This design comes from an exercise in tuning for small area on the open sky130 flow, not from production work. Function was checked by simulation only, so behaviour that the tests miss may differ from the original. Power and IR drop assume default switching activity. The clock port is modelled as an ideal driver; clocking choices that lean on that would not hold on a real chip.

## oak
Design avc_frame_rx, start of the top module:
module avc_frame_rx (
    input  wire        clk,
    input  wire        rst,
    input  wire        pp_valid,
    input  wire [7:0]  pp_byte,
    output wire        pp_frame_ok,
    input  wire        pl_valid,
    input  wire [7:0]  pl_byte,
    output wire        pl_frame_ok,
    input  wire        rd_sel,
    input  wire [4:0]  rd_addr,
    output wire        rd_frm_valid,
    output wire [7:0]  rd_id,
    output wire [15:0] rd_len,
    output wire [7:0]  rd_data
);
Settings: LEC_CHECK=0, CAP_MARGIN=20, CORE_MARGIN=2, CORE_UTILIZATION=55, SLEW_MARGIN=20; clock period 7.0 ns.
standard.sh (not shown) runs the stock make flow with config.mk's settings and CLKGATE_MAP_FILE= SYNTH_SCRIPT=/design/flow/synth_recipe.tcl, a recipe that flattens the netlist after the stock synthesis.
==> flow/flow/run.sh <==
#!/bin/bash
# The standard layout, with a smaller port buffer and a clock tree of
# larger sink clusters built without CTS dummy loads.
set -euo pipefail
bash standard.sh \
  "CTS_ARGS=-sink_clustering_enable -repair_clock_nets -dont_use_dummy_load -sink_clustering_size 14 -sink_clustering_max_diameter 50 -buf_list sky130_fd_sc_hd__clkbuf_8" \
  "BUFFER_PORTS_ARGS=-buffer_cell sky130_fd_sc_hd__buf_2" \
  finish > standard.log 2>&1
oak has completed all stages; timing, DRC and antenna checks passed.
Modified inputs, pine compared to oak
==> flow/flow/run.sh <==
#!/bin/bash
# The standard layout, with a smaller port buffer and a clock tree of
# larger sink clusters built without CTS dummy loads.
set -euo pipefail
bash standard.sh \
  "CTS_ARGS=-sink_clustering_enable -repair_clock_nets -dont_use_dummy_load -sink_clustering_size 25 -sink_clustering_max_diameter 60 -buf_list sky130_fd_sc_hd__clkbuf_16" \
  "BUFFER_PORTS_ARGS=-buffer_cell sky130_fd_sc_hd__buf_2" \
  finish > standard.log 2>&1
Notes after the runs:
pine did not stop at any stage, and its layout met the timing, design-rule and antenna checks. oak went all the way through synthesis, placement and routing and the layout is clean on timing, DRC and antenna. Compared oak against pine; area growth from synthesis to layout within noise. Summary of pine over oak: remaining routing DRC violations now sits at about the same level; portion of total power attributed to the clock network saw an increase. Sort pine and oak by time the final worst path needs with I/O delays and setup, ascending, and pine comes first. On final instance area, pine and oak are basically level. The worst setup slack after layout number comes out higher for pine vs oak. Global-route track usage on met3 down 0.38 points in pine wrt oak. oak consumes less power than pine.
What birch does differently from pine at the input level:
- changing CORE_UTILIZATION from 55 to 65
==> flow/flow/run.sh <==
#!/bin/bash
# The standard layout, with a smaller port buffer and a clock tree of
# larger sink clusters built without CTS dummy loads.
set -euo pipefail
bash standard.sh \
  "CTS_ARGS=-sink_clustering_enable -repair_clock_nets -dont_use_dummy_load -sink_clustering_size 32 -sink_clustering_max_diameter 70 -buf_list sky130_fd_sc_hd__clkbuf_16" \
  "BUFFER_PORTS_ARGS=-buffer_cell sky130_fd_sc_hd__buf_2" \
  finish > standard.log 2>&1
==> notes.md <==
- Relative to pine, the global routing met2 resource utilization of birch is higher by 8.3 points.
- Delta (birch minus pine): minimum clock period went up; global-route usage over all layers increased by 5.1 points relative to the old numbers; routed wire length on met3 climbed about 7%; total power went down.
Modified inputs, maple compared to birch
==> flow/flow/run.sh <==
#!/bin/bash
# The standard layout, with a smaller port buffer and a clock tree of
# larger sink clusters built without CTS dummy loads.
set -euo pipefail
bash standard.sh \
  "CTS_ARGS=-sink_clustering_enable -repair_clock_nets -dont_use_dummy_load -sink_clustering_size 18 -sink_clustering_max_diameter 40 -buf_list sky130_fd_sc_hd__clkbuf_8" \
  "BUFFER_PORTS_ARGS=-buffer_cell sky130_fd_sc_hd__buf_2" \
  finish > standard.log 2>&1
==> notes.md <==
Diff birch -> maple: hold slack went up by 0.0075 ns; final standard cell area without fillers went up by 400 um2; wire length was more or less identical.
Relative to maple, the following input files were edited for cedar:
==> flow/flow/run.sh <==
#!/bin/bash
# The standard layout, with a smaller port buffer and a clock tree of
# larger sink clusters built without CTS dummy loads.
set -euo pipefail
bash standard.sh \
  "CTS_ARGS=-sink_clustering_enable -repair_clock_nets -dont_use_dummy_load -sink_clustering_size 30 -sink_clustering_max_diameter 70 -buf_list sky130_fd_sc_hd__clkbuf_16" \
  "BUFFER_PORTS_ARGS=-buffer_cell sky130_fd_sc_hd__buf_1" \
  finish > standard.log 2>&1
### Flow results
Fmax: cedar below maple
From maple to cedar the numbers moved as follows: count of plain and timing-repair buffers rose about 6%; peak ir drop on the vdd network higher; part of the Yosys area used for sequential elements closely matched the old numbers.

[afterwards: timing with drivers on the ports]
No port has a modelled driver above. Below, the same layouts with a new extraction and two added sets of constraints.
Step 1 assumes that a clkbuf_16 drives the clock port and a buf_2 every other input.
Step 2 also shifts input and output timing later by t, the mid clock arrival at the registers, as if the neighbouring blocks saw the same clock.
a / b / c = ideal / step 1 / step 2; a / b = the first two.
| run | shift t [ns] | setup WS [ns] | worst setup path at the end | worst register clock-pin slew, ns |
|---|---|---|---|---|
| oak | 0.774 | 1.051 / 1.023 / 1.023 | input to output | 0.09 / 0.09 |
| pine | 0.716 | 1.112 / 1.084 / 1.084 | input to output | 0.10 / 0.10 |
| birch | 0.684 | 0.661 / 0.635 / 0.635 | input to output | 0.12 / 0.12 |
| maple | 0.801 | 0.639 / 0.615 / 0.615 | input to output | 0.10 / 0.10 |
| cedar | 0.683 | 0.506 / 0.477 / 0.477 | input to output | 0.11 / 0.11 |
After both steps setup and hold are still met in every run listed. For cedar, which loses most, drivers alone change the setup slack by -0.029 ns; drivers and shift together by -0.029 ns.
